What follows belongs to an exercise in optimizing a design on an open flow for small area; a production flow would make more cautious choices.
The RTL was checked by simulation tests, not by an equivalence proof against the original design.
No driver is modelled on the clock port, so clocking that relies on it looks cheaper here than on a real chip.
Power figures rest on the tool's default switching activity, not on a simulated workload.

## build 11
Design pocsag_rx, start of the top module:
module pocsag_rx (
    input  wire        clk,
    input  wire        rst,
    input  wire        in_valid,
    input  wire [15:0] in_sample,
    output wire        pre_found,
    output wire        sync_found,
    output wire        out_valid,
    output wire [3:0]  out_index,
    output wire [31:0] out_word,
    output wire        out_fail,
    output wire        out_addr
);
    localparam PRE_MIN_T = 519;
    localparam [31:0]  KMP_P  = 32'h1BA84B3E;
    localparam [159:0] KMP_FB = {5'd2, 5'd2, 5'd4, 5'd1, 5'd1, 5'd5, 5'd1, 5'd1,
                                 5'd1, 5'd3, 5'd1, 5'd3, 5'd1, 5'd2, 5'd2, 5'd2,
                                 5'd3, 5'd1, 5'd2, 5'd3, 5'd1, 5'd4, 5'd1, 5'd1,
                                 5'd2, 5'd0, 5'd1, 5'd1, 5'd1, 5'd1, 5'd1, 5'd0};
    localparam [1:0] S_PRE   = 2'd0,
                     S_SYNC  = 2'd1,
                     S_BATCH = 2'd2;
    wire bit_valid, bit_val;
    pocsag_slicer u_slicer (
        .clk       (clk),
        .rst       (rst),
        .in_valid  (in_valid),
        .in_sample (in_sample),
        .bit_valid (bit_valid),
        .bit_val   (bit_val)
    );
    reg  [1:0]  state;
    reg  [5:0]  cnt;       
    reg  [3:0]  rnd;       
    reg         full;      
    reg  [9:0]  ptrans;
    reg         prev;      
    reg         emit;
  ...
Settings: LEC_CHECK=0, CAP_MARGIN=20, CORE_MARGIN=2, CORE_UTILIZATION=40, CTS_BUF_LIST=sky130_fd_sc_hd__clkbuf_16, CTS_CLUSTER_DIAMETER=120, CTS_CLUSTER_SIZE=30, SLEW_MARGIN=20; clock period 14.0 ns.
run.sh (not shown) runs the stock make flow with config.mk's settings and CLKGATE_MAP_FILE= SYNTH_SCRIPT=/design/flow/synth_recipe.tcl, a recipe that flattens the netlist after the stock synthesis.
The following lists how build 25 was set up differently from build 11:
- CTS_CLUSTER_DIAMETER now 100, was 120
- CTS_CLUSTER_SIZE now 24, was 30
==> summary.txt <==
Cmp build 11 and build 25 / final critical delay including setup and external delays / higher: build 25. Of build 11 and build 25, the lower clock network area share belongs to build 11. The global-route usage on build 25 is in line with that on build 11. Core utilization: build 25 higher than build 11. There was hardly any difference in routed wire length between build 11 and build 25. First-pass GRT wire length of build 25 is on par with build 11. Delta(setup slack, build 25 - build 11) < 0.
> inputs changed (build 25 -> build 95)
- CTS_CLUSTER_DIAMETER no longer set, was 100
- CTS_BUF_LIST no longer set, was sky130_fd_sc_hd__clkbuf_16
- CTS_CLUSTER_SIZE no longer set, was 24
Notes after the runs:
Comparing build 25 and build 95, number of filler cells placed in the layout is lower on build 95. On switching share of power, the higher figure sits with build 25, not build 95. Build 25 → build 95: final period utilization -0.26 points; final non-filler cell area picked up an extra about 5%; average wire per cell in the routed design neither gained nor lost much; maximum resistive drop on vdd shows an increase of about 44%. Build 95 reports a lower actual slew at the worst max-slew pin than build 25 does.

========
pocsag_rx, a different RTL version from the one above (not shown whole).
Settings: LEC_CHECK=0, CAP_MARGIN=20, CORE_MARGIN=2, CORE_UTILIZATION=65, CTS_BUF_LIST=sky130_fd_sc_hd__clkbuf_16, CTS_CLUSTER_DIAMETER=80, CTS_CLUSTER_SIZE=30, PLACE_DENSITY=0.75, SLEW_MARGIN=20; clock period 14.0 ns.
standard.sh (not shown) runs the stock make flow with config.mk's settings and CLKGATE_MAP_FILE= SYNTH_SCRIPT=/design/flow/synth_recipe.tcl, a recipe that flattens the netlist after the stock synthesis.
==> flow/flow/run.sh <==
#!/bin/bash
set -euo pipefail
W=$PWD
sed 's|^\( *\)log_cmd abc {\*}$abc_args$|\1log_cmd abc {*}[lreplace $abc_args 1 1 $::env(AREA_ABC_SCRIPT)]|' \
  "$FLOW_HOME/scripts/synth.tcl" > "$W/synth_area_orfs.tcl"
grep -q 'AREA_ABC_SCRIPT' "$W/synth_area_orfs.tcl"
sed "s|source \$::env(SCRIPTS_DIR)/synth.tcl|source $W/synth_area_orfs.tcl|" synth_recipe.tcl > "$W/synth_area.tcl"
grep -q "source $W/synth_area_orfs.tcl" "$W/synth_area.tcl"
export AREA_ABC_SCRIPT=$W/flow/abc_area.script
export BUFFER_PORTS_ARGS="-buffer_cell sky130_fd_sc_hd__buf_1"
bash standard.sh SYNTH_SCRIPT="$W/synth_area.tcl" cts > standard_cts.log 2>&1
R=orfs/results/$FLOW_PLATFORM/pocsag_rx/base
P=$FLOW_HOME/platforms/$FLOW_PLATFORM
DONT_USE=$(make -s -C "$FLOW_HOME" DESIGN_CONFIG="$W/config.mk" WORK_HOME="$W/orfs" print-DONT_USE_CELLS 2>/dev/null | sed -n 's/^DONT_USE_CELLS: //p')
RESULTS_DIR=$R PLATFORM_DIR=$P LIB_FILES=$P/lib/sky130_fd_sc_hd__tt_025C_1v80.lib DONT_USE_CELLS="$DONT_USE" \
  openroad -no_init -exit flow/recover.tcl > recover.log 2>&1
bash standard.sh SYNTH_SCRIPT="$W/synth_area.tcl" finish > standard.log 2>&1
==> flow/flow/abc_area.script <==
&get -n
&st
&dch -f
&nf -a -R 1000
&st
&syn2
&dch -f
&nf -a -R 1000
&st
&syn2
&dch -f
&nf -a -R 1000
&st
&syn2
&dch -f
&nf -a -R 1000
&put
==> flow/flow/recover.tcl <==
# Between clock tree synthesis and global routing: size cells down where the
# timing allows (OpenROAD's power recovery), then legalize the placement.
set res $::env(RESULTS_DIR)
read_liberty $::env(LIB_FILES)
read_db $res/4_cts.odb
read_sdc $res/4_cts.sdc
source $::env(PLATFORM_DIR)/setRC.tcl
set_dont_use $::env(DONT_USE_CELLS)
estimate_parasitics -placement
report_worst_slack -max
report_design_area
repair_timing -recover_power 100 -setup_margin 0.5 -verbose
detailed_placement
check_placement -verbose
estimate_parasitics -placement
report_worst_slack -max
report_check_types -max_slew -max_capacitance -violators
report_design_area
write_db $res/4_cts.odb
The first run ran to the end with no violations.
Then changed:
Settings changed: CTS_CLUSTER_DIAMETER 80 to 120.
Outcome: The changed run completed without violations; utilization came out lower by 0.40 points; wire length goes down by 1.2%; final area drops by 0.56%; die area stays the same; synthesized area does not change.

[static timing again, ports no longer ideal]
How much do the figures lean on ideal ports? The routed layouts below were timed once more, with nothing changed but the port constraints.
Step 1 assumes that a clkbuf_16 drives the clock port and a buf_2 every other input.
Step 2 moves the port delays by t, midway between the first and last clock arrival at a register: inputs arrive t later, outputs are due t later. That takes back most of the time a late clock gives input paths.
a / b / c = ideal ports / drivers / drivers and shift; a / b = the first two.
run | t, ns | setup WS [ns] | hold slack, ns
build 11 | 0.637 | 2.481 / 2.507 / 1.870 | 0.316 / 0.316 / 0.316
build 25 | 0.610 | 2.451 / 2.479 / 1.869 | 0.317 / 0.317 / 0.317
build 95 | 0.664 | 2.488 / 2.518 / 1.854 | 0.314 / 0.314 / 0.314
the first run of note 2 | 0.631 | 2.223 / 2.246 / 1.615 | 0.321 / 0.321 / 0.321
the second run of note 2 | 0.625 | 2.250 / 2.272 / 1.647 | 0.325 / 0.325 / 0.325
After both steps setup and hold are still met in every run listed. For build 95, which loses most, drivers alone change the setup slack by +0.030 ns; drivers and shift together by -0.634 ns.
